This design comes from an exercise in tuning for small area on the open sky130 flow, not from production work. Function was checked by simulation only, so behaviour that the tests miss may differ from the original. Power is estimated from default activity; no workload was simulated.

<file path="flow/config.mk">
export PLATFORM = sky130hd
export DESIGN_NAME = canhk_rx_engine
export DESIGN_NICKNAME = canhk_rx_engine
export VERILOG_FILES = /design/flow/design.v
export SDC_FILE = /design/flow/constraint.sdc
export NUM_CORES = 4
export LEC_CHECK = 0
export CAP_MARGIN = 20
export CORE_MARGIN = 2
export CORE_UTILIZATION = 40
export CTS_BUF_LIST = sky130_fd_sc_hd__clkbuf_16
export CTS_CLUSTER_DIAMETER = 80
export CTS_CLUSTER_SIZE = 28
export SLEW_MARGIN = 20
</file>
<file path="flow/constraint.sdc">
create_clock -name core_clock -period 10.0 [get_ports {clk}]
set_input_delay 2.0000 -clock core_clock [delete_from_list [all_inputs] [get_ports {clk}]]
set_output_delay 2.0000 -clock core_clock [all_outputs]
set_load 0.01 [all_outputs]
</file>
<file path="flow/design.v">
module canhk_frame_fifo #(
    parameter BYTES  = 64,    
    parameter FRAMES = 10,    
    parameter AW     = 6,     
    parameter FW     = 4,     
    parameter MSG    = 0      
) (
    input  wire          clk,
    input  wire          rst,
    input  wire          wr_en,     
    input  wire [7:0]    wr_data,
    input  wire          wr_end,    
    output wire          rd_valid,
    output wire [7:0]    rd_data,
    output wire          rd_last,
    input  wire          rd_ready,
    output reg  [FW-1:0] frames,
    output reg  [15:0]   drops
);
    reg [7:0]  mem [0:BYTES-1];
    reg [AW:0] rd_ptr;             
    reg [AW:0] wr_ptr;             
    reg [AW:0] cm_ptr;             
    reg        ovf;                
    wire        full    = (wr_ptr[AW-1:0] == rd_ptr[AW-1:0]) && (wr_ptr[AW] != rd_ptr[AW]);
    wire        wr_ok   = wr_en && !full && !ovf;
    wire        ovf_now = ovf || (wr_en && full);
    wire        push_ok = wr_end && !ovf_now && (frames != FRAMES);
    wire        drop    = wr_end && !push_ok;
    wire [7:0] rd_mem;
    genvar gi;
    generate for (gi = 0; gi < BYTES; gi = gi + 1) begin : g_row
        always @(posedge clk) begin
            if (!full && wr_ptr[AW-1:0] == gi)
                mem[gi] <= wr_data;
        end
    end endgenerate
    integer ri;
    reg [7:0] rd_or;
    always @(*) begin
        rd_or = 8'd0;
        for (ri = 0; ri < BYTES; ri = ri + 1)
            rd_or = rd_or | (mem[ri] & {8{rd_ptr[AW-1:0] == ri}});
    end
    assign rd_mem = rd_or;
    localparam HL = MSG ? 6 : 4;
    localparam RW = MSG ? 7 : 8;
    reg [2:0]    pos;
    reg [RW-1:0] rem;
    reg          sync;
    assign rd_valid = (frames != 0);
    assign rd_data  = rd_mem;
    wire at_len = (pos == HL - 1);
    wire in_pay = (pos == 3'd7);
    generate if (MSG) begin : g_msg
        assign rd_last = (at_len || in_pay) && (rem == 0);
    end else begin : g_ctl
        assign rd_last = (at_len && (sync || rd_data == 8'h00)) ||
                         (in_pay && rem == 0);
    end endgenerate
    wire pop      = rd_valid && rd_ready;
    wire pop_last = pop && rd_last;
    always @(posedge clk) begin
        if (rst) begin
            pos  <= 3'd0;
            rem  <= {RW{1'b0}};
            sync <= 1'b0;
        end else if (pop) begin
            if (rd_last) begin
                pos <= 3'd0;
            end else if (at_len) begin
                pos <= 3'd7;
                if (!MSG)
                    rem <= rd_data - 1'b1;
                else
                    rem <= rem - 1'b1;
            end else if (in_pay) begin
                rem <= rem - 1'b1;
            end else begin
                pos <= pos + 1'b1;
                if (pos == 3'd0)
                    sync <= (rd_data == 8'h5A) || (rd_data == 8'hA5);
                if (MSG && pos == 3'd4)
                    rem <= rd_data[RW-1:0];
            end
        end
    end
    always @(posedge clk) begin
        if (rst) begin
            rd_ptr <= 0;
            wr_ptr <= 0;
            cm_ptr <= 0;
            ovf    <= 1'b0;
            frames <= 0;
            drops  <= 16'd0;
        end else begin
            if (pop)
                rd_ptr <= rd_ptr + 1'b1;
            if (wr_end) begin
                ovf <= 1'b0;
                if (push_ok) begin
                    wr_ptr <= wr_ptr + 1'b1;
                    cm_ptr <= wr_ptr + 1'b1;
                end else begin
                    wr_ptr <= cm_ptr;
                end
            end else begin
                if (wr_ok)
                    wr_ptr <= wr_ptr + 1'b1;
                if (wr_en && full)
                    ovf <= 1'b1;
            end
            if (push_ok && !pop_last)
                frames <= frames + 1'b1;
            else if (!push_ok && pop_last)
                frames <= frames - 1'b1;
            if (drop)
                drops <= drops + 1'b1;
        end
    end
endmodule
module canhk_rx_engine (
    input  wire        clk,
    input  wire        rst,         
    input  wire        rx_valid,    
    input  wire [7:0]  rx_data,
    input  wire        rx_err,      
    input  wire        stop,        
    output wire        cq_valid,
    output wire [7:0]  cq_data,
    output wire        cq_last,
    input  wire        cq_ready,
    output wire        mq_valid,
    output wire [7:0]  mq_data,
    output wire        mq_last,
    input  wire        mq_ready,
    output wire [3:0]  cq_frames,
    output wire [4:0]  mq_frames,
    output wire [15:0] drop_c,
    output wire [15:0] drop_m,
    output wire        running,
    output wire        fatal,
    output wire        rx_busy
);
    localparam [7:0] CMD_MESSAGE     = 8'h40;
    localparam [7:0] CMD_SYNC        = 8'hA5;
    localparam [7:0] CMD_SYNC_ANSWER = 8'h5A;
    reg        run;
    reg        fatal_r;
    reg [2:0]  pos;
    reg        msg;       
    reg        sync;      
    reg [15:0] rem;
    wire byte_in = run && rx_valid && !rx_err;
    wire first   = (pos == 3'd0);
    wire take    = byte_in && !(first && rx_data == 8'h00);
    wire is_msg  = first ? (rx_data == CMD_MESSAGE) : msg;
    wire in_pay  = (pos == 3'd7);
    wire done    = in_pay ? (rem == 16'd1) :
                   msg    ? (pos == 3'd5 && rx_data == 8'h00 && rem[7:0] == 8'h00) :
                            (pos == 3'd3 && (sync || rx_data == 8'h00));
    wire at_len  = msg ? (pos == 3'd5) : (pos == 3'd3);
    always @(posedge clk) begin
        if (rst) begin
            run     <= 1'b1;
            fatal_r <= 1'b0;
            pos     <= 3'd0;
            msg     <= 1'b0;
            sync    <= 1'b0;
            rem     <= 16'd0;
        end else begin
            if (run && rx_err) begin
                run     <= 1'b0;
                fatal_r <= 1'b1;
            end else if (stop) begin
                run <= 1'b0;
            end
            if (take) begin
                if (done) begin
                    pos <= 3'd0;
                end else if (in_pay) begin
                    rem <= rem - 1'b1;
                end else if (at_len) begin
                    pos <= 3'd7;
                    if (msg)
                        rem[15:8] <= rx_data;
                    else
                        rem <= {8'd0, rx_data};
                end else begin
                    pos <= pos + 1'b1;
                    if (first) begin
                        msg  <= (rx_data == CMD_MESSAGE);
                        sync <= (rx_data == CMD_SYNC) || (rx_data == CMD_SYNC_ANSWER);
                    end
                    if (pos == 3'd4)
                        rem[7:0] <= rx_data;
                end
            end
        end
    end
    canhk_frame_fifo #(.BYTES(64), .FRAMES(10), .AW(6), .FW(4), .MSG(0)) u_cq (
        .clk      (clk),
        .rst      (rst),
        .wr_en    (take && !is_msg),
        .wr_data  (rx_data),
        .wr_end   (take && !is_msg && done),
        .rd_valid (cq_valid),
        .rd_data  (cq_data),
        .rd_last  (cq_last),
        .rd_ready (cq_ready),
        .frames   (cq_frames),
        .drops    (drop_c)
    );
    canhk_frame_fifo #(.BYTES(128), .FRAMES(16), .AW(7), .FW(5), .MSG(1)) u_mq (
        .clk      (clk),
        .rst      (rst),
        .wr_en    (take && is_msg),
        .wr_data  (rx_data),
        .wr_end   (take && is_msg && done),
        .rd_valid (mq_valid),
        .rd_data  (mq_data),
        .rd_last  (mq_last),
        .rd_ready (mq_ready),
        .frames   (mq_frames),
        .drops    (drop_m)
    );
    assign running = run;
    assign fatal   = fatal_r;
    assign rx_busy = !first;
endmodule
</file>
<file path="flow/run.sh">
#!/bin/bash
# synth_recipe.tcl (not shown) runs the flow's synth.tcl, then flattens the netlist and writes it again
# the make line also repeats each setting of config.mk as NAME=value (left out here)
make -C /OpenROAD-flow-scripts/flow DESIGN_CONFIG=/design/flow/config.mk WORK_HOME=/design/flow/orfs CLKGATE_MAP_FILE= SYNTH_SCRIPT=/design/flow/synth_recipe.tcl finish
</file>
==> results of run 1 <==
[per-stage QoR]
stage	instance area [um2]	hold slack [ps]	instances	worst slack [ps]
6_report	73400	462	6911	1810
5_1_grt	73400	487	6904	1730
4_1_cts	73200	465	6898	2010
3_5_place_dp	70200	451	6742	2830
3_3_place_gp	70100	444	6740	2900
2_1_floorplan	65000	434	4403	4700
[registers in the layout, summed over array words and instances (netlist names), 3 cells and up]
| signal | cells |
|---|---|
| u_mq.mem | 1024 |
| u_cq.mem | 512 |
| rem | 16 |
| u_cq.drops | 16 |
| u_mq.drops | 16 |
| u_cq.rem | 8 |
| u_mq.cm_ptr | 8 |
| u_mq.rd_ptr | 8 |
| u_mq.wr_ptr | 8 |
| u_cq.cm_ptr | 7 |
| u_cq.rd_ptr | 7 |
| u_cq.wr_ptr | 7 |
| u_mq.rem | 7 |
| u_mq.frames | 5 |
| u_cq.frames | 4 |
| pos | 3 |
| u_cq.pos | 3 |
| u_mq.pos | 3 |
[layout make-up]
class                   instances  area, um2
diodes                          7       17.5
clock buffers                  92       2300
clock inverters                64        787
fillers                     14300      87600
inverters                      45        169
multi-input cells            2523      15700
flip-flops and latches       1669      48800
well taps                    2160       2700
repair buffers                351       2860
[placed cells by master, fill, tap and decap left out, types with 13 or more instances in the layout]
cell	synthesis	routed
or2_2	13	13
a22oi_1	586	586
buf_4	0	270
nor2_1	517	417
a22o_1	31	31
inv_1	45	49
and3_1	28	28
dfxtp_1	133	129
and2_1	18	18
nand2_1	333	333
ha_1	47	47
o21ai_0	53	51
edfxtp_1	1536	1536
nand4_1	112	112
a32oi_1	63	63
nor2b_1	16	14
nand3_1	122	119
nor4_1	55	53
a21oi_1	88	88
nor2_2	0	91
clkdlybuf4s50_1	0	69
nand2b_1	19	19
xnor2_1	34	34
a31oi_1	15	15
a32o_1	17	17
mux2i_1	28	28
nand3b_1	25	25
or3_1	20	20
nor3_1	66	66
clkbuf_16	0	92
xor2_1	48	48
a211oi_1	17	16
[metal layers]
metal  up-vias  routed length, um
li1      17900                  -
met1     23300             105000
met2      3728             129000
met3       918              37900
met4        26              25000
met5         -                204
[worst reg2reg max path, delay by kind of cell, from the launching register on]
kind	cells	cell delay, ps
simple gates	9	3470
xor+xnor	1	90
compound gates	5	980
flops	1	710
fa+ha+maj	3	760
buf+inv	2	500
[worst max path at each step]
| stage | start | to | slack [ps] | cells past startpoint |
|---|---|---|---|---|
| after CTS | u_cq.rd_ptr[2] | cq_last | 2010 | 12 |
| after detailed placement | u_cq.rd_ptr[2] | cq_last | 2830 | 12 |
| final | u_mq.rd_ptr[4] | mq_data[4] | 1810 | 9 |
| after global routing | u_cq.rd_ptr[2] | cq_last | 1730 | 10 |
| after global placement | u_cq.rd_ptr[2] | cq_last | 2900 | 12 |
| after floorplan | rx_data[1] | u_cq.frames[3] | 4700 | 14 |
[logic make-up after synthesis]
family | synth area share [%]
buffers and inverters | 1.34
xor gates and xnor gates | 1.10
AOI/OAI and AO/OA | 10.7
and+or+nand+nor | 10.2
adders and majority gates | 0.966
DFF | 75.0
muxes | 0.639
[power by group through the flow]
stage	Sequential [mW]	Clock, mW	Combinational, mW
detailed placement	7.78	0	0.251
finish	7.62	4.47	0.257
global route	7.62	4.68	0.263
CTS	7.62	4.45	0.250
global placement	7.78	0	0.247
floorplan	7.77	0	0.0534
==> metrics.md, run 1 <==
| Metric | Value |
|---|---|
| Crit path required time | `about 8000 ps` |
| Top Family by Delay on Critical Path | `simple AND/OR/NAND/NOR gates` |
| Synth area leader | `edfxtp_1` |
| DIE WIDTH | `~410 um` |
| Status | `finished clean` |
| Min-delay src | `u_mq.cm_ptr[1]` |
| Worst r2r src | `u_cq.rd_ptr[2]` |
| Critical path cell sequence | `nand3b_1 > nor2_1 > buf_4 > a22oi_1 > nand4_1 > nor3_1 > nand4_1 > or2_2 > clkdlybuf4s50_1` |
| Async SR Flop Fraction | `0%` |
| Clk_skew | `59.3 ps` |
| Int Power | `between 9 and 10 mW` |
| LEAKAGE | `23.5 nW` |
| Peak Freq | `approximately 120 MHz` |
| Die Y | `approximately 410 um` |
| Seq/Total Area, Yosys | `around 75%` |
| Vias/cell | `around 6.6` |
| Syn_nets | `~4500` |
| Clock latency (worst-skew pair) | `790 ps` |
| Mean area per synthesized cell | `~15 um2` |
| R2R cell count | `20` |
| Reg2reg end | `u_cq.frames[3]` |
| Final Util | `45.6%` |
| Slew headroom | `10.6%` |
| P_sw | `2.82 mW` |
| Rows | `~150` |
| Met3 Resource Use GR | `roughly 12%` |
| WL final | `approximately 300 mm` |
| Routability cong. | `around 1.1` |
| Sequential share of power | `around three fifths` |
| CTS Hold Bufs | `0` |
| Part of the power in combinational logic | `about 2.1%` |
| Setup Viol. Count Final | `0` |
| Layout area overhead | `12.8%` |
| Routed Antenna Nets | `0` |
| Hold depth | `2` |
| Clock Path Buffers | `3` |
| Top cells by area, synth | `edfxtp_1 71%, a22oi_1 6.8%, dfxtp_1 4.1%` |
| Critical-path maximum fanout | `16` |
| Crit path buffers/inverters | `2` |
| GRT Residual Overflow | `0` |
| CP Launch Type | `flop` |
| Final nets | `between 4000 and 5000` |
| Number of synthesized register bits | `1669` |
| Max-cap violations | `0` |
| Slowest library cell on the worst path | `nand3b_1` |
| Total GRT Usage | `a little over a third` |
| Grt peak-use layer | `met2` |
| Via count | `45800` |
| Router iterations before antenna repair | `8` |
| Tmin final | `roughly 8200 ps` |
| Crit path largest cell delay | `900 ps` |
| Clock share of power | `36.2%` |
| Syn Std Cell Area | `around 65000 um2` |
| Cts bufs inserted | `between 80 and 90` |
| Setup bufs post-CTS | `0` |
| Netlist cell types | `78` |
| Drc violations | `0` |
| Largest net degree at the start of global routing | `~140` |
| Core area | `roughly 160000 um2` |
| Synth Warn # | `5` |
| Most used cell, CP | `nand4_1` |
| Min-delay worst type | `flop to flop` |
| Most common cell in the netlist | `edfxtp_1` |
| Crit Path Category | `flop to output port` |
| Total power | `about 12 mW` |
| Initial antenna violation count | `20` |
| Post-synth EDFFs | `1536` |
| Hold Fails Final Rpt | `0` |
| GR Util met1 | `around 43%` |
| Flop2flop setup slack | `between 3000 and 4000 ps` |
| Most frequent cells after synthesis | `1536 x edfxtp_1, 586 x a22oi_1, 517 x nor2_1, 333 x nand2_1, 133 x dfxtp_1` |
| Avg WL per Cell | `between 40 and 50 um` |
| Resized cells post-CTS | `0` |
| PD cells | `between 150 and 200 nW/um2` |
| Crit path capture type | `output port` |
| Final Cycle Share | `between 80% and 90%` |
| First-pass GRT wire length | `between 300 and 400 mm` |
| Worst EP arrival | `6190 ps` |
| Vias in the first global route | `42000` |
| Die ar. | `166000 um2` |
| Least-Margin Pin Slew | `between 1000 and 1500 ps` |
| CTS tree | `done` |
| CTS clk-pin slew, worst paths | `approximately 100 ps` |
| DPL Wire Length | `a little over 200 mm` |
| VDD IR-drop max | `between 0.00015 and 0.0002 V` |
| Primary FF master, synth | `edfxtp_1` |
| Initial drt markers | `8528` |
| Initial Utilization | `about two fifths` |
| Hold endpoint | `u_mq.cm_ptr[1]` |
| Share of cells above drive strength 1 | `roughly an eighth` |
| Final Slew Violations | `0` |
| TNS Setup | `0 ps` |
| IO Pins | `79` |
| GR Layer Usage met2 | `between 50% and 60%` |
| Clock root buffer | `clkbuf_16` |
| Port buffer count | `between 70 and 80` |
| Synth Instances | `between 4000 and 5000` |
| Synth top area share | `between 70% and 80%` |
| Switching Fraction | `between 20% and 30%` |
| RSZ-0062 raised after global routing | `false` |
| Clock sinks | `~1700` |
| H-tree depth | `3` |
==> inputs of run 2 (changes only) <==
--- a/flow/config.mk
+++ b/flow/config.mk
@@ -9,6 +9,3 @@
 export CORE_MARGIN = 2
 export CORE_UTILIZATION = 40
-export CTS_BUF_LIST = sky130_fd_sc_hd__clkbuf_16
-export CTS_CLUSTER_DIAMETER = 80
-export CTS_CLUSTER_SIZE = 28
 export SLEW_MARGIN = 20
==> metrics.md, run 2 <==
| Metric | Value |
|---|---|
| Status | `finished clean` |
| Initial drt markers | `between 9000 and 10000` |
| Via count | `about 47000` |
| Crit path required time | `roughly 8000 ps` |
| Synth top area share | `between 70% and 80%` |
| PD cells | `~190 nW/um2` |
| Most frequent cells after synthesis | `1536 x edfxtp_1, 586 x a22oi_1, 517 x nor2_1, 333 x nand2_1, 133 x dfxtp_1` |
| Netlist cell types | `78` |
| Top Family by Delay on Critical Path | `simple AND/OR/NAND/NOR gates` |
| Clk_skew | `67.5 ps` |
| Synth Warn # | `5` |
| Initial Utilization | `40.4%` |
| DPL Wire Length | `slightly above 200 mm` |
| Max FFs per register | `1024` |
| Final Util | `47.1%` |
| Critical-path maximum fanout | `8` |
| Final Slew Violations | `0` |
| Critical path cell sequence | `inv_1 > ha_1 > or3b_2 > nor2_1 > buf_4 > a22oi_1 > nand2_1 > nor4_1 > nand4_1 > or2_2 > clkdlybuf4s50_1` |
| Async SR Flop Fraction | `0%` |
| First-pass GRT wire length | `393 mm` |
| Peak Freq | `approximately 120 MHz` |
| Crit Path Category | `flop to output port` |
| Vias/cell | `around 6.6` |
| Clock root buffer | `clkbuf_16` |
| Primary FF master, synth | `edfxtp_1` |
| Layout area overhead | `16.6%` |
| Slew headroom | `about a tenth` |
| WL final | `about 300 mm` |
| Resized cells post-CTS | `0` |
| VDD IR-drop max | `0.000177 V` |
| Post-synth EDFFs | `between 1500 and 2000` |
| Port buffer count | `78` |
| Routability cong. | `approximately 1.1` |
| IO Pins | `79` |
| Most common cell in the netlist | `edfxtp_1` |
| Clock Path Buffers | `3` |
| Rows | `147` |
| Finished Layout Cells | `roughly 7000` |
| Min-delay worst type | `flop to flop` |
| LEAKAGE | `between 20 and 25 nW` |
| Most flops, register | `u_mq.mem` |
| CTS Hold Bufs | `0` |
| Core area | `around 160000 um2` |
| Worst EP arrival | `roughly 6200 ps` |
| Setup bufs post-CTS | `0` |
| Most common cell after layout, fill and taps aside | `edfxtp_1` |
| Clock sinks | `roughly 1700` |
| Mean area per synthesized cell | `between 10 and 15 um2` |
| Initial antenna violation count | `16` |
| Syn_nets | `about 4500` |
| Slowest library cell on the worst path | `nor4_1` |
| Router iterations before antenna repair | `12` |
| Setup Viol. Count Final | `0` |
| Seq/Total Area, Yosys | `75.0%` |
| Clock latency (worst-skew pair) | `between 800 and 900 ps` |
| RSZ-0062 raised after global routing | `false` |
| CTS tree | `done` |
| CTS clk-pin slew, worst paths | `around 70 ps` |
| Syn Std Cell Area | `between 60000 and 70000 um2` |
| Crit path capture type | `output port` |
| Largest net degree at the start of global routing | `between 100 and 150` |
| Crit path largest cell delay | `950 ps` |
| Max-cap violations | `0` |
| Share of cells above drive strength 1 | `14.5%` |
| Hold Fails Final Rpt | `0` |
| Fillers | `14100` |
| Vias in the first global route | `approximately 43000` |
| Final Cycle Share | `around 80%` |
| Total GRT Usage | `a little over a third` |
| Cts bufs inserted | `174` |
| CP Launch Type | `flop` |
| Final nets | `approximately 4800` |
| Flop2flop setup slack | `between 3000 and 4000 ps` |
| Crit path buffers/inverters | `3` |
| DIE WIDTH | `between 400 and 500 um` |
| GRT Residual Overflow | `0` |
| Least-Margin Pin Slew | `approximately 1300 ps` |
| Routed Antenna Nets | `0` |
| TNS Setup | `0 ps` |
| Number of synthesized register bits | `approximately 1700` |
| Synth Instances | `4403` |
| Cell total after placement | `~6700` |
| Synth area leader | `edfxtp_1` |
| Most frequent cells in the layout | `1536 x edfxtp_1, 585 x a22oi_1, 416 x nor2_1` |
| Top cells by area, synth | `edfxtp_1 71%, a22oi_1 6.8%, dfxtp_1 4.1%` |
| H-tree depth | `4` |
| Top Registers | `u_mq.mem x1024, u_cq.mem x512` |
| Die ar. | `roughly 170000 um2` |
| Tmin final | `between 8000 and 9000 ps` |
| Die Y | `around 410 um` |
| Avg WL per Cell | `between 40 and 50 um` |
| Drc violations | `0` |
==> run 2: logic make-up (layout without fill, tap and decap cells) <==
| kind of cell | count (synthesis) | after routing | share of synthesized area, % |
|---|---|---|---|
| mux | 40 | 40 | 0.639 |
| other cells | 0 | 9 | 0 |
| flops | 1669 | 1669 | 75.0 |
| simple gates | 1407 | 1407 | 10.2 |
| buf+inv | 211 | 714 | 1.34 |
| fa+ha+maj | 49 | 49 | 0.966 |
| compound gates | 945 | 945 | 10.7 |
| xor+xnor | 82 | 82 | 1.10 |
==> run 2: metrics by stage <==
step | cell area (um2) | setup WS, ps | power (mW) | hold WS (ps)
after floorplan | 65000 | 4700 | 7.83 | 434
after global placement | 70100 | 2900 | 8.02 | 444
after detailed placement | 70200 | 2830 | 8.03 | 451
after CTS | 75700 | 1930 | 14.3 | 457
after global routing | 75800 | 1690 | 14.6 | 481
final | 75900 | 1800 | 14.3 | 455
==> run 2: layout make-up <==
type / count / area [um2] / share of cell area [%]
Inverter: 45 / 169 / 0.223
Multi-Input combinational cell: 2523 / 15800 / 20.8
Clock buffer: 204 / 4560 / 6.01
Clock inverter: 115 / 995 / 1.31
Tap cell: 2160 / 2700 / 3.56
Timing Repair Buffer: 350 / 2860 / 3.77
Sequential cell: 1669 / 48800 / 64.3
Antenna cell: 9 / 22.5 / 0.0297
==> run 2: routing by layer <==
metal	vias to the layer above	global-route usage (%)	wire length, um
li1	18200	-	-
met2	3956	51.9	130000
met3	889	11.9	38000
met5	-	0.431	223
met1	23700	44.1	107000
met4	22	23.6	24300
==> run 2: power by group <==
part	internal, mW	switching (mW)	total [mW]	leakage (nW)
clock	3.50	2.91	6.41	2.69
sequential	7.62	0.00475	7.63	14.9
combinational	0.0435	0.215	0.259	7.08
==> run 2: worst paths after layout <==
path / from / to / cells after the start
min: u_mq.cm_ptr[1] / u_mq.cm_ptr[1] / 2
max reg2reg: u_cq.rd_ptr[1] / u_cq.frames[3] / 21
min reg2reg: u_mq.cm_ptr[1] / u_mq.cm_ptr[1] / 2
max: u_mq.rd_ptr[1] / mq_data[4] / 11
==> run 2: worst reg2reg max path: cells and delay by family (launching register included) <==
| kind | cells | cell delay (ps) |
|---|---|---|
| and+or+nand+nor | 7 | 3140 |
| xor gates and xnor gates | 1 | 90 |
| adders and majority gates | 3 | 740 |
| AOI/OAI and AO/OA | 6 | 1390 |
| buffers and inverters | 4 | 700 |
| DFF | 1 | 430 |
==> inputs of run 3 (changes only) <==
--- a/flow/design.v
+++ b/flow/design.v
@@ -19,9 +19,10 @@
 );
     reg [7:0]  mem [0:BYTES-1];
-    reg [AW:0] rd_ptr;             
-    reg [AW:0] wr_ptr;             
-    reg [AW:0] cm_ptr;             
-    reg        ovf;                
-    wire        full    = (wr_ptr[AW-1:0] == rd_ptr[AW-1:0]) && (wr_ptr[AW] != rd_ptr[AW]);
+    reg [AW-1:0] rd_ptr;           
+    reg [AW-1:0] wr_ptr;           
+    reg [AW-1:0] cm_ptr;           
+    reg          ovf;              
+    reg          inp;              
+    wire        full    = (wr_ptr == rd_ptr) && (frames != 0 || inp);
     wire        wr_ok   = wr_en && !full && !ovf;
     wire        ovf_now = ovf || (wr_en && full);
@@ -31,8 +32,9 @@
     genvar gi;
     generate for (gi = 0; gi < BYTES; gi = gi + 1) begin : g_row
-        always @(posedge clk) begin
-            if (!full && wr_ptr[AW-1:0] == gi)
-                mem[gi] <= wr_data;
-        end
+        wire sel  = !full && (wr_ptr == gi);
+        wire keep = !sel;
+        wire put  = sel && wr_en;
+        always @(posedge clk)
+            mem[gi] <= (mem[gi] & {8{keep}}) | (wr_data & {8{put}});
     end endgenerate
     integer ri;
@@ -41,5 +43,5 @@
         rd_or = 8'd0;
         for (ri = 0; ri < BYTES; ri = ri + 1)
-            rd_or = rd_or | (mem[ri] & {8{rd_ptr[AW-1:0] == ri}});
+            rd_or = rd_or | (mem[ri] & {8{rd_ptr == ri}});
     end
     assign rd_mem = rd_or;
@@ -64,6 +66,4 @@
         if (rst) begin
             pos  <= 3'd0;
-            rem  <= {RW{1'b0}};
-            sync <= 1'b0;
         end else if (pop) begin
             if (rd_last) begin
@@ -92,4 +92,5 @@
             cm_ptr <= 0;
             ovf    <= 1'b0;
+            inp    <= 1'b0;
             frames <= 0;
             drops  <= 16'd0;
@@ -99,4 +100,5 @@
             if (wr_end) begin
                 ovf <= 1'b0;
+                inp <= 1'b0;
                 if (push_ok) begin
                     wr_ptr <= wr_ptr + 1'b1;
@@ -106,6 +108,8 @@
                 end
             end else begin
-                if (wr_ok)
+                if (wr_ok) begin
                     wr_ptr <= wr_ptr + 1'b1;
+                    inp    <= 1'b1;
+                end
                 if (wr_en && full)
                     ovf <= 1'b1;
@@ -166,7 +170,4 @@
             fatal_r <= 1'b0;
             pos     <= 3'd0;
-            msg     <= 1'b0;
-            sync    <= 1'b0;
-            rem     <= 16'd0;
         end else begin
             if (run && rx_err) begin
==> flow/flow/run.sh (new file) <==
#!/bin/bash
# Own layout flow: the standard flow, except that the synthesised netlist
# comes from the standard synthesis script with an area-oriented ABC mapping
# (flow/area_synth.tcl). The standard synthesis runs first; its netlist is
# replaced only when both have the same registers.
set -euo pipefail
W=$(pwd)
R=$W/orfs/results/$FLOW_PLATFORM/canhk_rx_engine/base

bash standard.sh synth > $W/synth_standard.log 2>&1
cp $R/1_2_yosys.v $W/standard_1_2_yosys.v

sed -e "s#SYNTH_SCRIPT=[^ ]*#SYNTH_SCRIPT=$W/flow/area_synth.tcl#" \
    -e "s#WORK_HOME=[^ ]*#WORK_HOME=$W/orfs_area#" standard.sh > $W/area_synth.sh
bash $W/area_synth.sh synth > $W/synth_area.log 2>&1
A=$W/orfs_area/results/$FLOW_PLATFORM/canhk_rx_engine/base/1_2_yosys.v

if python3 $W/flow/regs.py $R/1_2_yosys.v $A > $W/regs_check.log 2>&1; then
  cp $A $R/1_2_yosys.v
  touch $R/1_2_yosys.v
fi

bash standard.sh finish > $W/layout.log 2>&1
==> flow/flow/area.abc (new file) <==
&get -n
&st
&syn2
&dch
&nf -R 1000 -F 8 -p
&put
==> flow/flow/area_synth.tcl (new file) <==
# The standard synthesis script (synth_recipe.tcl), with one change: the
# combinational logic is mapped by an area-oriented ABC script (area.abc)
# instead of ORFS's delay-oriented one. Registers are not touched by ABC, so
# they keep the standard synthesis's names and cell types.
set ::area_abc [file join [file dirname [file normalize [info script]]] area.abc]
proc abc {args} {
  set i [lsearch -exact $args -script]
  if { $i >= 0 } {
    set args [lreplace $args [expr {$i + 1}] [expr {$i + 1}] $::area_abc]
  }
  yosys abc {*}$args
}
proc synth {args} { yosys synth -nofsm -noshare {*}$args }
source $::env(SCRIPTS_DIR)/synth.tcl
# left out here: clear keep_hierarchy, flatten, clean up, hide names made inside functions, write 1_2_yosys.v
==> flow/flow/regs.py (new file) <==
# regs.py A.v B.v: exit 0 when both netlists have the same registers
# (instance name and cell type without its drive strength).
import re, sys
def regs(path):
    out = set()
    for m in re.finditer(r'^\s*sky130_fd_sc_hd__(\w+?)_\d+\s+(\S+)\s*\(', open(path).read(), re.M):
        cell, name = m.groups()
        if re.match(r'(e|s)?df|dl', cell):
            out.add((cell, name))
    return out
a, b = regs(sys.argv[1]), regs(sys.argv[2])
print(f"registers: {len(a)} standard, {len(b)} own, {len(a ^ b)} differ")
sys.exit(0 if a == b and a else 1)
==> flow/standard.sh (new file) <==
#!/bin/bash
# synth_recipe.tcl (not shown) runs the flow's synth.tcl, then flattens the netlist and writes it again
# the make line also repeats each setting of config.mk as NAME=value (left out here)
make -C /OpenROAD-flow-scripts/flow DESIGN_CONFIG=/design/flow/config.mk WORK_HOME=/design/flow/orfs CLKGATE_MAP_FILE= SYNTH_SCRIPT=/design/flow/synth_recipe.tcl "${@:-finish}"
--- a/flow/config.mk
+++ b/flow/config.mk
@@ -9,3 +9,6 @@
 export CORE_MARGIN = 2
 export CORE_UTILIZATION = 40
+export CTS_BUF_LIST = sky130_fd_sc_hd__clkbuf_16
+export CTS_CLUSTER_DIAMETER = 80
+export CTS_CLUSTER_SIZE = 28
 export SLEW_MARGIN = 20
removed: flow/run.sh
==> metrics.md, run 3 <==
| Metric | Value |
|---|---|
| Status | `finished clean` |
| Die ar. | `approximately 150000 um2` |
| Final nets | `around 7300` |
| Core area | `between 150000 and 200000 um2` |
| LEAKAGE | `between 20 and 30 nW` |
| Setup bufs post-CTS | `0` |
| Sequential share of power | `between 50% and 60%` |
| Worst EP arrival | `6490 ps` |
| Crit. Startpoint | `u_cq.rd_ptr[2]` |
| Port buffer count | `78` |
| Vias/cell | `approximately 5.7` |
| Rows | `roughly 140` |
| Int Power | `between 8 and 9 mW` |
| TNS Setup | `0 ps` |
| Critical path cell sequence | `or2_0 > nor2_1 > a222oi_1 > nand4_1 > or4_1 > nor4_1 > nand2_1 > nor3_1 > a41o_1 > a22oi_1 > clkinv_1 > clkdlybuf4s50_1` |
| Worst hold margin | `460 ps` |
| Part of the power in combinational logic | `2.8%` |
| Resized cells post-CTS | `0` |
| Drc violations | `0` |
| Clk_skew | `about 60 ps` |
| IO Pins | `79` |
| CP endpoint | `cq_last` |
| Initial antenna violation count | `5` |
| Crit Path Category | `flop to output port` |
| PD cells | `169 nW/um2` |
| Crit path largest cell delay | `890 ps` |
| DIE WIDTH | `a little under 400 um` |
| Layout area overhead | `12.3%` |
| Least-Margin Pin Slew | `about 1200 ps` |
| Synth Warn # | `5` |
| Max FFs per register | `between 1000 and 1500` |
| Most frequent cells in the layout | `1631 x dfxtp_1, 1406 x nor2_1, 1117 x a21oi_1` |
| Routed Antenna Nets | `0` |
| Total GRT Usage | `around a quarter` |
| Syn_nets | `approximately 7000` |
| First-pass GRT wire length | `311 mm` |
| Routability cong. | `about 0.94` |
| Clock latency (worst-skew pair) | `approximately 770 ps` |
| Mean area per synthesized cell | `a little under 9 um2` |
| Initial Utilization | `between 40% and 50%` |
| GRT Residual Overflow | `0` |
| Reg2reg end | `u_cq.frames[3]` |
| Setup Viol. Count Final | `0` |
| Most flops, register | `u_mq.mem` |
| Syn Std Cell Area | `just over 60000 um2` |
| CP Launch Type | `flop` |
| CTS clk-pin slew, worst paths | `approximately 110 ps` |
| Tmin final | `8490 ps` |
| Via count | `about 53000` |
| Peak Freq | `approximately 120 MHz` |
| DPL Wire Length | `roughly 140 mm` |
| CTS Hold Bufs | `0` |
| CTS tree | `done` |
| Avg WL per Cell | `between 20 and 25 um` |
| Critical-path maximum fanout | `15` |
| Final Cycle Share | `a little over four fifths` |
| Vias in the first global route | `just under 50000` |
| Crit path required time | `8000 ps` |
| RSZ-0062 raised after global routing | `false` |
| Share of cells above drive strength 1 | `about 4.5%` |
| Flop2flop setup slack | `just under 3000 ps` |
| Min-delay worst type | `flop to flop` |
| Initial drt markers | `between 5000 and 6000` |
| Most common cell after layout, fill and taps aside | `dfxtp_1` |
| VDD IR-drop max | `between 0.0001 and 0.00015 V` |
| Clock Path Buffers | `3` |
| Switching Fraction | `about a quarter` |
| Hold Fails Final Rpt | `0` |
| Slowest library cell on the worst path | `nor4_1` |
| P_sw | `approximately 2.8 mW` |
| H-tree depth | `3` |
| Final Slew Violations | `0` |
| Worst r2r src | `u_cq.rd_ptr[2]` |
| R2R cell count | `20` |
| Cts bufs inserted | `87` |
| Top Registers | `u_mq.mem x1024, u_cq.mem x512` |
| Max-cap violations | `0` |
| Router iterations before antenna repair | `7` |
| Clock sinks | `between 1500 and 2000` |
| Largest net degree at the start of global routing | `79` |
| Clock share of power | `between 30% and 40%` |
| Crit path capture type | `output port` |
| Synth Instances | `approximately 6900` |
| Die Y | `between 300 and 400 um` |
| WL final | `208 mm` |
| Slew headroom | `a little over a fifth` |
| Clock root buffer | `clkbuf_16` |
-- run 3: cell types whose count changed in the layout (fill, tap and decap cells not counted), moves of 88 or more --
cell and change:
edfxtp_1 -1502, nand2_1 +444, o21ai_0 +504, dfxtp_1 +1502, a222oi_1 +111, nor2_1 +990, a21oi_1 +1029, clkbuf_16 -88
a22o_1 +97, buf_4 -148, a22oi_1 -286
-- run 3: worst min path at each step --
stage	end	cells after the start	startpoint
floorplan	u_cq.mem[20][7]	2	u_cq.mem[20][7]
global placement	u_cq.mem[32][2]	2	u_cq.mem[32][2]
detailed placement	u_cq.mem[51][4]	2	u_cq.mem[51][4]
CTS	u_cq.mem[55][0]	2	u_cq.mem[55][0]
global route	u_mq.mem[0][0]	2	u_mq.mem[0][0]
finish	u_cq.mem[55][0]	2	u_cq.mem[55][0]
-- run 3: final cells by class --
class / count / area (um2)
Clock inverter: 56 / 822
Fill cell: 14700 / 82000
Multi-Input combinational cell: 5217 / 27100
Sequential cell: 1665 / 33700
Tap cell: 2016 / 2520
Clock buffer: 88 / 2200
Inverter: 42 / 158
Timing Repair Buffer: 198 / 1680
Antenna cell: 1 / 2.50
-- run 3: routing by layer --
metal / global-route usage (%) / up-vias / wire (um)
li1: - / 25600 / -
met1: 35.4 / 25200 / 90300
met2: 41.3 / 1861 / 94100
met3: 3.96 / 355 / 15400
met4: 9.78 / 2 / 8550
met5: 0 / - / 7
-- run 3: power groups by stage --
stage | logic [mW] | registers (mW) | clock network (mW)
floorplan | 0.196 | 7.00 | 0
detailed placement | 0.318 | 7.03 | 0
CTS | 0.318 | 6.88 | 4.42
finish | 0.321 | 6.88 | 4.35
global placement | 0.308 | 7.03 | 0
global route | 0.360 | 6.89 | 4.66
-- run 3: critical path: cells and delay by family (launching register included) --
kind | cells | cell delay (ps)
DFF | 1 | 640
AOI/OAI and AO/OA | 3 | 1060
buffers and inverters | 2 | 610
and+or+nand+nor | 7 | 3410
-- run 3: stage by stage --
step           instance area (um2)  std cells  util [%]  setup WS, ps  total power [mW]
2_1_floorplan                60700       6924         -          4270              7.19
3_3_place_gp                 65000       9134      43.3          2630              7.33
3_5_place_dp                 65000       9135      43.3          2530              7.35
4_1_cts                      68000       9279      45.3          1680              11.6
5_1_grt                      68100       9282      45.4          1300              11.9
6_report                     68100       9283      45.4          1510              11.5
==> inputs of run 4 (changes only) <==
--- a/flow/flow/run.sh
+++ b/flow/flow/run.sh
@@ -2,6 +2,7 @@
 # Own layout flow: the standard flow, except that the synthesised netlist
 # comes from the standard synthesis script with an area-oriented ABC mapping
-# (flow/area_synth.tcl). The standard synthesis runs first; its netlist is
-# replaced only when both have the same registers.
+# (flow/area_synth.tcl), and two layout arguments differ (below). The
+# standard synthesis runs first; its netlist is replaced only when both have
+# the same registers.
 set -euo pipefail
 W=$(pwd)
@@ -21,3 +22,5 @@
 fi
 
+export CTS_ARGS="-sink_clustering_enable -repair_clock_nets -sink_clustering_size 16 -sink_clustering_max_diameter 60 -buf_list sky130_fd_sc_hd__clkbuf_8 -dont_use_dummy_load"
+export BUFFER_PORTS_ARGS="-buffer_cell sky130_fd_sc_hd__buf_1"
 bash standard.sh finish > $W/layout.log 2>&1
--- a/flow/config.mk
+++ b/flow/config.mk
@@ -9,6 +9,7 @@
 export CORE_MARGIN = 2
 export CORE_UTILIZATION = 40
-export CTS_BUF_LIST = sky130_fd_sc_hd__clkbuf_16
-export CTS_CLUSTER_DIAMETER = 80
-export CTS_CLUSTER_SIZE = 28
+export CTS_BUF_LIST = sky130_fd_sc_hd__clkbuf_8
+export CTS_CLUSTER_DIAMETER = 60
+export CTS_CLUSTER_SIZE = 16
+export GPL_TIMING_DRIVEN = 0
 export SLEW_MARGIN = 20
==> metrics.md, run 4 <==
| Metric | Value |
|---|---|
| Status | `finished clean` |
| Crit path buffers/inverters | `3` |
| Peak Freq | `~110 MHz` |
| Most flops, register | `u_mq.mem` |
| RSZ-0062 raised after global routing | `false` |
| Slowest library cell on the worst path | `nor4_1` |
| VDD IR-drop max | `0.000117 V` |
| Final nets | `roughly 7300` |
| Tmin final | `about 9100 ps` |
| Resized cells post-CTS | `0` |
| Rows | `around 140` |
| P_sw | `roughly 2.4 mW` |
| Largest net degree at the start of global routing | `65` |
| Area of the multi-input gates | `~27000 um2` |
| TNS Setup | `0 ps` |
| Routed Antenna Nets | `0` |
| Port buffer count | `78` |
| GRT Residual Overflow | `0` |
| IO Pins | `just under 80` |
| Crit path capture type | `output port` |
| First-pass GRT wire length | `about 300 mm` |
| Initial Utilization | `40.4%` |
| Crit path required time | `about 8000 ps` |
| Clock share of power | `between 30% and 40%` |
| H-tree depth | `4` |
| Initial drt markers | `about 5700` |
| Die Y | `just under 400 um` |
| Drc violations | `0` |
| LEAKAGE | `roughly 27 nW` |
| Routed met2 length | `91.4 mm` |
| WL final | `between 200 and 250 mm` |
| Min-delay worst type | `flop to flop` |
| Clock latency (worst-skew pair) | `920 ps` |
| Hold endpoint | `u_cq.wr_ptr[5]` |
| Most frequent cells in the layout | `1631 x dfxtp_1, 1402 x nor2_1, 1116 x a21oi_1` |
| Sequential share of power | `between 60% and 70%` |
| Routability cong. | `around 0.93` |
| Crit path largest cell delay | `between 900 and 1000 ps` |
| Synth Warn # | `5` |
| Int Power | `8.12 mW` |
| Storage cell area | `~34000 um2` |
| Share of cells above drive strength 1 | `about 3.9%` |
| CTS clk-pin slew, worst paths | `about 100 ps` |
| Clock Path Buffers | `3` |
| Vias/cell | `~5.7` |
| Top Registers | `u_mq.mem x1024, u_cq.mem x512` |
| Router iterations before antenna repair | `7` |
| Final Slew Violations | `0` |
| Worst r2r src | `u_cq.rd_ptr[2]` |
| Crit Path Category | `flop to output port` |
| DIE WIDTH | `just under 400 um` |
| Setup bufs post-CTS | `0` |
| Fin area | `66600 um2` |
| Least-Margin Pin Slew | `roughly 1200 ps` |
| Part of the power in combinational logic | `~3.0%` |
| Clock root buffer | `clkbuf_8` |
| Hold Fails Final Rpt | `0` |
| Flop2flop setup slack | `about 2200 ps` |
| Clock sinks | `1665` |
| Slew headroom | `14.6%` |
| Critical path cell sequence | `or2_0 > nor2_1 > a222oi_1 > nand4_1 > nor3_1 > nand4_1 > nor4_1 > clkinv_1 > nor3_1 > a41o_1 > a22oi_1 > clkinv_1 > buf_1` |
| Final Cycle Share | `between 90% and 100%` |
| CTS Hold Bufs | `0` |
| Avg WL per Cell | `about 22 um` |
| Layout area overhead | `9.72%` |
| Min-delay src | `u_cq.cm_ptr[5]` |
| Mean area per synthesized cell | `around 9 um2` |
| CP Launch Type | `flop` |
| Top Family by Delay on Critical Path | `simple AND/OR/NAND/NOR gates` |
| Max FFs per register | `between 1000 and 1500` |
| CTS tree | `done` |
| Critical-path maximum fanout | `15` |
| Die ar. | `about 150000 um2` |
| Met1 wire length | `roughly 87 mm` |
| Clk_skew | `roughly 120 ps` |
| Synth Instances | `roughly 6900` |
| Top Layer Used | `met5` |
| Syn Std Cell Area | `60700 um2` |
| Fillers | `14900` |
| Most common cell after layout, fill and taps aside | `dfxtp_1` |
| Via count | `52800` |
| Core area | `~150000 um2` |
| Max-cap violations | `0` |
| Hold depth | `2` |
| Routed wl met3 | `14.1 mm` |
| PD cells | `between 150 and 200 nW/um2` |
| Total GRT Usage | `roughly 25%` |
| Vias in the first global route | `47500` |
| R2R cell count | `21` |
| Syn_nets | `about 7000` |
| Initial antenna violation count | `6` |
| Cts bufs inserted | `between 100 and 150` |
| Switching Fraction | `between 20% and 30%` |
| Setup Viol. Count Final | `0` |
| DPL Wire Length | `138 mm` |
| Area after DPL | `~65000 um2` |
| Reg2reg end | `u_cq.frames[3]` |
| Worst EP arrival | `roughly 7100 ps` |
[run 4: tightest hold or removal path, delay by kind of cell, from the launching register on]
kind,cells,cell delay [ps]
simple gates,1,50
flops,1,320
compound gates,1,70
[run 4: per-stage QoR]
| step | setup slack [ps] | cells | hold slack, ps | utilization (%) | power [mW] |
|---|---|---|---|---|---|
| floorplan | 4270 | 6924 | 424 | - | 7.19 |
| global placement | 1160 | 9018 | 432 | 42.3 | 7.30 |
| detailed placement | 1800 | 9062 | 442 | 43.0 | 7.33 |
| CTS | 773 | 9198 | 448 | 44.2 | 10.6 |
| global route | 621 | 9203 | 479 | 44.3 | 10.9 |
| finish | 881 | 9204 | 438 | 44.3 | 10.6 |
[run 4: area by class of cell]
class,instances,area share [%]
sequential,1665,50.6
clock buffer,136,2.81
antenna,3,0.0113
timing repair buffer,125,1.65
multi-input combinational,5217,40.9
tap,2016,3.79
inverter,42,0.237
[run 4: how the worst max path moves through the flow]
| stage | depth (start not counted) | start | end |
|---|---|---|---|
| 6_report | 13 | u_cq.rd_ptr[2] | cq_last |
| 4_1_cts | 13 | u_cq.rd_ptr[2] | cq_last |
| 5_1_grt | 13 | u_cq.rd_ptr[2] | cq_last |
| 3_3_place_gp | 4 | rst | u_mq.pos[1] |
| 2_1_floorplan | 6 | rx_data[0] | u_mq.mem[0][0] |
| 3_5_place_dp | 13 | u_cq.rd_ptr[2] | cq_last |
[run 4: power groups by stage]
stage	Sequential, mW	Combinational (mW)	Clock (mW)
finish	6.86	0.317	3.37
global route	6.88	0.354	3.70
CTS	6.86	0.316	3.45
detailed placement	7.02	0.316	0
global placement	7.01	0.288	0
floorplan	7.00	0.196	0
[run 4: per-layer routing]
layer | vias to the layer above | track usage (%)
met5 | - | 0
met4 | 6 | 9.55
met3 | 379 | 4.05
met2 | 1804 | 40.0
met1 | 25100 | 33.5
li1 | 25500 | -
==> inputs of run 5 (changes only) <==
--- a/flow/design.v
+++ b/flow/design.v
@@ -47,5 +47,5 @@
     assign rd_mem = rd_or;
     localparam HL = MSG ? 6 : 4;
-    localparam RW = MSG ? 7 : 8;
+    localparam RW = MSG ? 7 : 6;    
     reg [2:0]    pos;
     reg [RW-1:0] rem;
==> metrics.md, run 5 <==
| Metric | Value |
|---|---|
| Max FFs per register | `approximately 1000` |
| Router iterations before antenna repair | `8` |
| Total GRT Usage | `~27%` |
| CTS Hold Bufs | `0` |
| Synth Warn # | `5` |
| Setup ws final | `1400 ps` |
| Clock Path Buffers | `3` |
| Vias in the first global route | `~48000` |
| Slowest library cell on the worst path | `a2111oi_1` |
| Clock root buffer | `clkbuf_8` |
| Top Registers | `u_mq.mem x1024, u_cq.mem x512` |
| Setup bufs post-CTS | `0` |
| TNS Setup | `0 ps` |
| Cell total after placement | `9037` |
| Die Y | `slightly below 400 um` |
| Status | `finished clean` |
| Worst r2r src | `u_cq.rd_ptr[2]` |
| Syn_nets | `approximately 7000` |
| Final Cycle Share | `a little under nine tenths` |
| Grt peak-use layer | `met2` |
| Hold depth | `2` |
| Tmin final | `8600 ps` |
| PD cells | `~160 nW/um2` |
| CTS tree | `done` |
| Peak Freq | `116 MHz` |
| Top Family by Delay on Critical Path | `simple AND/OR/NAND/NOR gates` |
| Least-Margin Pin Slew | `about 1300 ps` |
| Min-delay src | `u_mq.mem[3][5]` |
| Fillers | `approximately 15000` |
| GR Layer Usage met2 | `41.2%` |
| Crit path capture type | `output port` |
| Hold endpoint | `u_mq.mem[3][5]` |
| Crit path largest cell delay | `~1000 ps` |
| R2R cell count | `21` |
| Initial antenna violation count | `10` |
| Total power | `10.5 mW` |
| WL final | `roughly 220 mm` |
| H-tree depth | `4` |
| Port buffer count | `78` |
| Cts bufs inserted | `between 100 and 150` |
| Worst EP arrival | `around 6600 ps` |
| GR Util met1 | `a little under two fifths` |
| Finished Layout Cells | `around 9200` |
| Final nets | `around 7200` |
| Layout area overhead | `9.90%` |
| Fin area | `roughly 67000 um2` |
| Initial drt markers | `approximately 6500` |
| RSZ-0062 raised after global routing | `false` |
| Most common cell after layout, fill and taps aside | `dfxtp_1` |
| Critical-path maximum fanout | `8` |
| Final Util | `44.3%` |
| IO Pins | `79` |
| CTS clk-pin slew, worst paths | `roughly 100 ps` |
| Resized cells post-CTS | `0` |
| DPL Wire Length | `roughly 150 mm` |
| Reg2reg end | `u_cq.frames[3]` |
| DIE WIDTH | `393 um` |
| Flop2flop setup slack | `between 2000 and 3000 ps` |
| GRT Residual Overflow | `0` |
| Mean area per synthesized cell | `between 8 and 9 um2` |
| Clock latency (worst-skew pair) | `between 900 and 1000 ps` |
| Via count | `53800` |
| Critical path cell sequence | `clkinv_1 > ha_1 > nand3_1 > nor2_1 > a222oi_1 > nand4_1 > a2111oi_1 > nand4_1 > nor4_1 > nand3_1 > buf_1` |
| Crit path required time | `approximately 8000 ps` |
| Slew headroom | `13.6%` |
| Most frequent cells in the layout | `1631 x dfxtp_1, 1390 x nor2_1, 1093 x a21oi_1` |
| Die ar. | `between 150000 and 200000 um2` |
| Met3 Resource Use GR | `a little over 6%` |
| Min-delay worst type | `flop to flop` |
| Setup Viol. Count Final | `0` |
| Drc violations | `0` |
| Avg WL per Cell | `23.7 um` |
| Share of cells above drive strength 1 | `~4.2%` |
| Crit Path Category | `flop to output port` |
| Area after DPL | `64600 um2` |
| Routability cong. | `0.967` |
| Worst hold margin | `452 ps` |
| Clock sinks | `about 1700` |
| Max-cap violations | `0` |
| Hold Fails Final Rpt | `0` |
| Final Slew Violations | `0` |
| CP Launch Type | `flop` |
| Setup Slack @ Placement | `between 2000 and 2500 ps` |
| Crit path buffers/inverters | `2` |
| LEAKAGE | `between 20 and 30 nW` |
| Core area | `roughly 150000 um2` |
| Largest net degree at the start of global routing | `65` |
| Synth Instances | `just under 7000` |
| Routed Antenna Nets | `0` |
| Initial Utilization | `about 40%` |
| Rows | `roughly 140` |
| First-pass GRT wire length | `between 300 and 400 mm` |
| Vias/cell | `roughly 5.9` |
| Syn Std Cell Area | `~60000 um2` |
| Most flops, register | `u_mq.mem` |
| Clk_skew | `115 ps` |
| VDD IR-drop max | `around 0.00013 V` |
[run 5: cell count changes in the layout (fill, tap and decap cells not counted), moves of 16 or more]
cell and delta:
a22o_1 +39, a221oi_1 +60, a21oi_1 -23, a22oi_1 +16, a222oi_1 -53, nand2_1 -47
[run 5: per-layer routing]
metal	part of all wire [%]	wire, um	vias to the layer above
li1	-	-	25500
met1	43	93700	25600
met2	43	93700	2276
met3	9.4	20500	462
met4	4.3	9330	2
met5	0.0055	12	-
[run 5: cell type report]
class	count	area [um2]	area share (%)
Multi-Input combinational cell	5190	27200	40.9
Sequential cell	1663	33600	50.5
Timing Repair Buffer	136	1180	1.77
Antenna cell	3	7.51	0.0113
Tap cell	2016	2520	3.79
Clock buffer	137	1890	2.83
Inverter	34	128	0.192
[run 5: how the worst max path moves through the flow]
| stage | from | endpoint | depth (start not counted) | slack [ps] |
|---|---|---|---|---|
| CTS | u_mq.rd_ptr[0] | mq_data[0] | 11 | 1440 |
| floorplan | rx_data[0] | u_mq.frames[4] | 15 | 4490 |
| global route | u_cq.rd_ptr[2] | cq_last | 13 | 1440 |
| detailed placement | u_mq.rd_ptr[0] | mq_data[0] | 11 | 2420 |
| global placement | rx_data[2] | u_mq.mem[2][2] | 8 | 1250 |
| finish | u_mq.rd_ptr[0] | mq_data[0] | 11 | 1400 |
[run 5: power by group]
part,internal (mW),switching [mW]
combinational,0.0975,0.196
sequential,6.76,0.0655
clock,1.23,2.18
total,8.09,2.44
[run 5: worst reg2reg max path, stage by stage (launching register included)]
cell      delay, ps
dfxtp_1         640
or2_0           800
nor2_2          400
a22o_1          340
a221oi_1        830
nand4_1         500
nor3_1          770
clkinv_1        330
nor3_1          260
nand2_1          80
o21bai_1        140
a22oi_1         170
nor2_1          350
clkinv_1        120
ha_1            240
clkinv_1         90
ha_1            230
a21o_1          170
a21oi_1         170
xnor2_1          90
or3_1           300
a21oi_1         110
==> inputs of run 6 (changes only) <==
--- a/flow/config.mk
+++ b/flow/config.mk
@@ -8,8 +8,9 @@
 export CAP_MARGIN = 20
 export CORE_MARGIN = 2
-export CORE_UTILIZATION = 40
+export CORE_UTILIZATION = 55
 export CTS_BUF_LIST = sky130_fd_sc_hd__clkbuf_8
 export CTS_CLUSTER_DIAMETER = 60
 export CTS_CLUSTER_SIZE = 16
 export GPL_TIMING_DRIVEN = 0
+export PLACE_DENSITY = 0.75
 export SLEW_MARGIN = 20
==> metrics.md, run 6 <==
| Metric | Value |
|---|---|
| Hold endpoint | `u_cq.wr_ptr[4]` |
| Most frequent cells in the layout | `1631 x dfxtp_1, 1388 x nor2_1, 1093 x a21oi_1` |
| DPL Wire Length | `around 140 mm` |
| Total power | `between 10 and 15 mW` |
| DIE WIDTH | `~340 um` |
| Min-delay worst type | `flop to flop` |
| Worst r2r src | `u_cq.rd_ptr[2]` |
| CTS tree | `done` |
| Drc violations | `0` |
| Vias/cell | `~6.4` |
| Vias in the first global route | `48400` |
| Clock Path Buffers | `3` |
| Hold Fails Final Rpt | `0` |
| Routability cong. | `between 1 and 1.5` |
| CTS Hold Bufs | `0` |
| Least-Margin Pin Slew | `around 1300 ps` |
| Initial drt markers | `7738` |
| Routed Antenna Nets | `0` |
| Clk_skew | `around 130 ps` |
| Share of cells above drive strength 1 | `slightly below 4%` |
| Rows | `~120` |
| First-pass GRT wire length | `around 310 mm` |
| Initial antenna violation count | `5` |
| Cts bufs inserted | `around 130` |
| Synth Instances | `roughly 7000` |
| LEAKAGE | `between 20 and 30 nW` |
| Setup Viol. Count Final | `0` |
| Finished Layout Cells | `approximately 8600` |
| Status | `finished clean` |
| Storage cell area | `33600 um2` |
| H-tree depth | `4` |
| Cell total after placement | `about 8400` |
| Setup ws final | `1250 ps` |
| CTS clk-pin slew, worst paths | `100 ps` |
| RSZ-0062 raised after global routing | `false` |
| Largest net degree at the start of global routing | `65` |
| Tmin final | `about 8800 ps` |
| Area of the multi-input gates | `around 27000 um2` |
| Crit Path Category | `flop to output port` |
| Top Registers | `u_mq.mem x1024, u_cq.mem x512` |
| Final Util | `approximately three fifths` |
| Final Slew Violations | `0` |
| Clock root buffer | `clkbuf_8` |
| IO Pins | `79` |
| Fillers | `roughly 9600` |
| Max-cap violations | `0` |
| Peak Freq | `114 MHz` |
| Worst hold margin | `about 460 ps` |
| Total GRT Usage | `between 30% and 40%` |
| Clock latency (worst-skew pair) | `between 900 and 1000 ps` |
| Reg2reg end | `u_cq.frames[3]` |
| Most flops, register | `u_mq.mem` |
| Mean area per synthesized cell | `between 8 and 9 um2` |
| Crit path capture type | `output port` |
| Area after DPL | `roughly 64000 um2` |
| Worst EP arrival | `6750 ps` |
| Resized cells post-CTS | `0` |
| Initial Utilization | `a little under three fifths` |
| Clock sinks | `about 1700` |
| PD cells | `159 nW/um2` |
| Syn_nets | `6951` |
| Setup Slack @ Placement | `about 2300 ps` |
| Slew headroom | `15.5%` |
| Final nets | `around 7000` |
| Most common cell after layout, fill and taps aside | `dfxtp_1` |
| Syn Std Cell Area | `60600 um2` |
| R2R cell count | `21` |
| Port buffer count | `around 80` |
| WL final | `between 200 and 250 mm` |
| CP Launch Type | `flop` |
| GRT Residual Overflow | `0` |
| Min-delay src | `u_cq.cm_ptr[4]` |
| Final Cycle Share | `just under 90%` |
| VDD IR-drop max | `~0.00012 V` |
| Setup bufs post-CTS | `0` |
| Synth Warn # | `5` |
| Crit path required time | `approximately 8000 ps` |
| Max FFs per register | `1024` |
| Critical-path maximum fanout | `12` |
| Via count | `54600` |
| Router iterations before antenna repair | `12` |
| Avg WL per Cell | `roughly 24 um` |
| Hold depth | `2` |
| Flop2flop setup slack | `~2000 ps` |
| Core area | `approximately 110000 um2` |
| Fin area | `approximately 66000 um2` |
| Die ar. | `roughly 110000 um2` |
| TNS Setup | `0 ps` |
| Layout area overhead | `8.15%` |
| Die Y | `between 300 and 400 um` |
run 6: critical path, stage by stage, from the launching register on:
cell	delay, ps
dfxtp_1	660
or2_0	850
nor2_1	500
a22oi_1	650
nand4_1	360
or4_1	700
nor3_1	680
clkinv_1	310
nor3_1	290
nand2_1	80
o21bai_1	140
a22oi_1	310
clkinv_1	140
buf_1	160
run 6: layout make-up:
cell class | count | share of cell area [%]
clock buffers | 131 | 2.75
multi-input cells | 5190 | 41.6
well taps | 1414 | 2.70
diodes | 3 | 0.0115
flip-flops and latches | 1663 | 51.3
repair buffers | 123 | 1.47
inverters | 34 | 0.195
run 6: worst max-delay path by stage:
| stage | start | end | slack [ps] | cells after the start |
|---|---|---|---|---|
| 6_report | u_cq.rd_ptr[2] | cq_last | 1250 | 13 |
| 4_1_cts | u_cq.rd_ptr[2] | cq_last | 1370 | 13 |
| 3_3_place_gp | rst | u_mq.rem[1] | 1190 | 2 |
| 3_5_place_dp | u_cq.rd_ptr[2] | u_cq.frames[3] | 2290 | 21 |
| 5_1_grt | u_cq.rd_ptr[2] | cq_last | 1090 | 13 |
| 2_1_floorplan | rx_data[0] | u_mq.frames[4] | 4490 | 15 |
run 6: power by group:
part / internal (mW) / switching, mW / leakage [nW]
Combinational: 0.0939 / 0.191 / 12.5
Sequential: 6.76 / 0.0663 / 13.5
Clock: 1.18 / 2.11 / 0.942
Total: 8.03 / 2.37 / 27.0
run 6: routing by layer:
layer,track usage [%],wire (um)
met2,53.0,88200
met1,48.0,82500
met3,9.16,24200
met4,19.5,13000
met5,0,36
==> inputs of run 7 (changes only) <==
--- a/flow/config.mk
+++ b/flow/config.mk
@@ -8,9 +8,9 @@
 export CAP_MARGIN = 20
 export CORE_MARGIN = 2
-export CORE_UTILIZATION = 55
+export CORE_UTILIZATION = 65
 export CTS_BUF_LIST = sky130_fd_sc_hd__clkbuf_8
 export CTS_CLUSTER_DIAMETER = 60
 export CTS_CLUSTER_SIZE = 16
 export GPL_TIMING_DRIVEN = 0
-export PLACE_DENSITY = 0.75
+export PLACE_DENSITY = 0.85
 export SLEW_MARGIN = 20
==> metrics.md, run 7 <==
| Metric | Value |
|---|---|
| GRT Residual Overflow | `0` |
| Slew headroom | `under 10%` |
| CTS tree | `done` |
| Most common cell after layout, fill and taps aside | `dfxtp_1` |
| Top Registers | `u_mq.mem x1024, u_cq.mem x512` |
| Clock latency (worst-skew pair) | `900 ps` |
| Final Cycle Share | `roughly nine tenths` |
| H-tree depth | `3` |
| Max FFs per register | `1024` |
| Part of the power in combinational logic | `2.8%` |
| Clk_skew | `160 ps` |
| PD cells | `~160 nW/um2` |
| IO Pins | `79` |
| Clock root buffer | `clkbuf_8` |
| Setup bufs post-CTS | `0` |
| Initial antenna violation count | `10` |
| Clock sinks | `around 1700` |
| Die Y | `approximately 310 um` |
| Max-cap violations | `0` |
| Initial drt markers | `between 8000 and 9000` |
| Int Power | `7.92 mW` |
| Area after DPL | `between 60000 and 70000 um2` |
| Clock share of power | `a little under a third` |
| Largest net degree at the start of global routing | `65` |
| Sequential share of power | `about two thirds` |
| Initial Utilization | `roughly two thirds` |
| Core area | `around 92000 um2` |
| Routed Antenna Nets | `0` |
| Fillers | `~7100` |
| Drc violations | `0` |
| Resized cells post-CTS | `0` |
| Setup Viol. Count Final | `0` |
| WL final | `approximately 200 mm` |
| Layout area overhead | `7.49%` |
| Tmin final | `8900 ps` |
| DIE WIDTH | `309 um` |
| Crit Path Category | `flop to output port` |
| P_sw | `2.33 mW` |
| Most frequent cells in the layout | `1631 x dfxtp_1, 1393 x nor2_1, 1093 x a21oi_1` |
| Routability cong. | `~1.1` |
| RSZ-0062 raised after global routing | `false` |
| LEAKAGE | `26.9 nW` |
| Switching Fraction | `a little under a quarter` |
| Finished Layout Cells | `around 8400` |
| Port buffer count | `78` |
| Router iterations before antenna repair | `9` |
| Cts bufs inserted | `120` |
| Vias/cell | `6.69` |
| CTS clk-pin slew, worst paths | `roughly 100 ps` |
| Critical-path maximum fanout | `8` |
| Final nets | `between 7000 and 8000` |
| Fin area | `around 65000 um2` |
| Clock Path Buffers | `3` |
| Total GRT Usage | `40.9%` |
| VDD IR-drop max | `approximately 0.00013 V` |
| Hold Fails Final Rpt | `0` |
| Share of cells above drive strength 1 | `around 3.6%` |
| Rows | `111` |
| DPL Wire Length | `138 mm` |
| Crit path required time | `8000 ps` |
| Final Slew Violations | `0` |
| TNS Setup | `0 ps` |
| Syn_nets | `roughly 7000` |
| Synth Instances | `approximately 6900` |
| Die ar. | `between 90000 and 100000 um2` |
| Mean area per synthesized cell | `a little under 9 um2` |
| CP Launch Type | `flop` |
| Vias in the first global route | `roughly 50000` |
| CTS Hold Bufs | `0` |
| Avg WL per Cell | `between 20 and 25 um` |
| Crit path capture type | `output port` |
| Via count | `roughly 56000` |
| Cell total after placement | `between 8000 and 9000` |
| Syn Std Cell Area | `around 61000 um2` |
| Least-Margin Pin Slew | `1420 ps` |
| Most flops, register | `u_mq.mem` |
| Min-delay worst type | `flop to flop` |
| Synth Warn # | `5` |
| Status | `finished clean` |
| Worst EP arrival | `6900 ps` |
| First-pass GRT wire length | `between 200 and 300 mm` |
| Peak Freq | `about 110 MHz` |
## run 7: final cells by class
class	instances	area (um2)	area share [%]
sequential	1663	33600	51.6
multi-input combinational	5190	27200	41.8
inverter	34	128	0.196
tap	1243	1560	2.39
antenna	8	20.0	0.0307
clock buffer	120	1650	2.54
timing repair buffer	118	950	1.46
## run 7: path summary, 6_finish.rpt
check / from / end / slack, ps / cells after the start
min: u_mq.mem[3][4] / u_mq.mem[3][4] / 450 / 2
max reg2reg: u_cq.rd_ptr[2] / u_cq.frames[3] / 1880 / 21
min reg2reg: u_mq.mem[3][4] / u_mq.mem[3][4] / 450 / 2
max: u_mq.rd_ptr[0] / mq_data[0] / 1100 / 11
## run 7: critical path, stage by stage (launching register included)
cell and delay (ps):
dfxtp_1 510, clkinv_1 160, ha_1 270, nand3_1 720, nor2_1 380, a222oi_1 490, nand4_1 350, a2111oi_1 1040
nand4_1 580, nor4_1 900, nand3_1 410, buf_1 230
## run 7: metal layers
layer	routed length [um]	track usage (%)
met1	74700	53.6
met5	127	0.404
met2	83800	59.4
met4	14200	24.8
met3	29500	12.6
## run 7: metrics by stage
step	total power [mW]	hold slack, ps	setup WS [ps]	util, %
after floorplan	7.14	424	4490	-
after global placement	7.23	432	1430	67.8
after detailed placement	7.26	442	2390	68.7
after CTS	10.2	458	1460	70.5
after global routing	10.5	475	1350	70.7
final	10.3	452	1100	70.7
## run 7: power groups by stage
stage | Clock, mW | Combinational, mW | Sequential, mW
3_3_place_gp | 0 | 0.253 | 6.98
4_1_cts | 3.10 | 0.279 | 6.83
6_report | 3.13 | 0.291 | 6.83
2_1_floorplan | 0 | 0.175 | 6.97
3_5_place_dp | 0 | 0.278 | 6.98
5_1_grt | 3.33 | 0.318 | 6.84
==> inputs of run 8 (changes only) <==
--- a/flow/config.mk
+++ b/flow/config.mk
@@ -6,5 +6,5 @@
 export NUM_CORES = 4
 export LEC_CHECK = 0
-export CAP_MARGIN = 20
+export CAP_MARGIN = 10
 export CORE_MARGIN = 2
 export CORE_UTILIZATION = 65
@@ -14,3 +14,3 @@
 export GPL_TIMING_DRIVEN = 0
 export PLACE_DENSITY = 0.85
-export SLEW_MARGIN = 20
+export SLEW_MARGIN = 10
==> metrics.md, run 8 <==
| Metric | Value |
|---|---|
| Synth Warn # | `5` |
| Max-cap violations | `0` |
| Grt peak-use layer | `met2` |
| Cts bufs inserted | `120` |
| LEAKAGE | `approximately 27 nW` |
| Clk_skew | `between 100 and 150 ps` |
| CP Launch Type | `flop` |
| Largest net degree at the start of global routing | `69` |
| Hold Fails Final Rpt | `0` |
| Final Util | `70.6%` |
| Core area | `~92000 um2` |
| Routed Antenna Nets | `0` |
| Layout area overhead | `7.30%` |
| Syn_nets | `~7000` |
| Min-delay src | `u_mq.mem[3][4]` |
| DIE WIDTH | `309 um` |
| Slew headroom | `under 10%` |
| Switching Fraction | `between 20% and 30%` |
| Hold depth | `2` |
| Crit path capture type | `output port` |
| Cell total after placement | `between 8000 and 9000` |
| Finished Layout Cells | `between 8000 and 9000` |
| Worst hold margin | `roughly 450 ps` |
| Die Y | `309 um` |
| WL final | `203 mm` |
| Synth Instances | `6887` |
| Initial antenna violation count | `9` |
| Clock root buffer | `clkbuf_8` |
| Clock sinks | `1663` |
| Via count | `about 56000` |
| Crit path required time | `about 8000 ps` |
| Avg WL per Cell | `24.2 um` |
| Status | `finished clean` |
| Vias/cell | `6.70` |
| TNS Setup | `0 ps` |
| Flop2flop setup slack | `about 1600 ps` |
| Resized cells post-CTS | `0` |
| Routability cong. | `roughly 1.1` |
| H-tree depth | `3` |
| Hold endpoint | `u_mq.mem[3][4]` |
| Syn Std Cell Area | `60600 um2` |
| Most frequent cells in the layout | `1631 x dfxtp_1, 1434 x nor2_1, 1094 x a21oi_1` |
| CTS Hold Bufs | `0` |
| GR Layer Usage met2 | `approximately 60%` |
| Tmin final | `between 8000 and 9000 ps` |
| Top Registers | `u_mq.mem x1024, u_cq.mem x512` |
| R2R cell count | `21` |
| Initial drt markers | `about 9200` |
| Clock Path Buffers | `3` |
| Vias in the first global route | `between 50000 and 60000` |
| Setup ws final | `approximately 1200 ps` |
| Worst r2r src | `u_cq.rd_ptr[2]` |
| Setup Viol. Count Final | `0` |
| GRT Residual Overflow | `0` |
| Most common cell after layout, fill and taps aside | `dfxtp_1` |
| Clock latency (worst-skew pair) | `about 880 ps` |
| PD cells | `158 nW/um2` |
| Setup Slack @ Placement | `between 2000 and 2500 ps` |
| Fillers | `around 7100` |
| Port buffer count | `78` |
| Total GRT Usage | `between 40% and 50%` |
| Min-delay worst type | `flop to flop` |
| CTS clk-pin slew, worst paths | `100 ps` |
| Clock share of power | `a little under a third` |
| Int Power | `between 7 and 8 mW` |
| First-pass GRT wire length | `299 mm` |
| Setup bufs post-CTS | `0` |
| Peak Freq | `around 110 MHz` |
| VDD IR-drop max | `0.000146 V` |
| IO Pins | `79` |
| Worst EP arrival | `about 6800 ps` |
-- run 8: critical path, stage by stage (launching register included) --
cell and delay [ps]:
dfxtp_1 490, clkinv_1 170, ha_1 270, nand3_1 720
nor2_1 400, a222oi_1 490, nand4_1 350, a2111oi_1 1020
nand4_1 540, nor4_1 880, nand3_1 380, buf_1 230
-- run 8: layer usage --
layer	up-vias	share of wire (%)
met5	-	0.024
met1	26200	37
met3	816	14
li1	25400	-
met2	3744	42
met4	8	6.9
-- run 8: worst max-delay path by stage --
stage | from | end | slack [ps]
2_1_floorplan | rx_data[0] | u_mq.frames[4] | 4490
3_3_place_gp | rx_data[2] | u_mq.mem[3][0] | 1430
3_5_place_dp | u_mq.rd_ptr[0] | mq_data[0] | 2450
4_1_cts | u_mq.rd_ptr[0] | mq_data[0] | 1500
5_1_grt | u_mq.rd_ptr[0] | mq_data[0] | 1370
6_report | u_mq.rd_ptr[0] | mq_data[0] | 1190
-- run 8: per-stage QoR --
stage | power (mW) | area [um2]
after floorplan | 7.14 | 60600
after global placement | 7.23 | 62400
after detailed placement | 7.26 | 63300
after CTS | 10.2 | 64900
after global routing | 10.5 | 65000
final | 10.3 | 65000
-- run 8: area by class of cell --
type                            count  area (um2)  area share (%)
Multi-Input combinational cell   5190       27000            41.6
Timing Repair Buffer              117         988            1.52
Sequential cell                  1663       33600            51.7
Clock buffer                      120        1650            2.54
Antenna cell                       10        25.0          0.0385
Inverter                           34         128           0.196
Tap cell                         1243        1560            2.39
-- run 8: power by group through the flow --
stage	clock, mW	sequential (mW)	combinational (mW)
floorplan	0	6.97	0.175
global placement	0	6.98	0.253
detailed placement	0	6.98	0.278
CTS	3.10	6.83	0.280
global route	3.33	6.84	0.316
finish	3.13	6.83	0.290

Check on run 8: ideal ports give 1.192 ns setup slack; a clkbuf_16 on the clock port and buf_2 on the inputs give 1.122 ns; moving port delays by the midpoint clock arrival (0.888 ns) as well gives 1.621 ns.
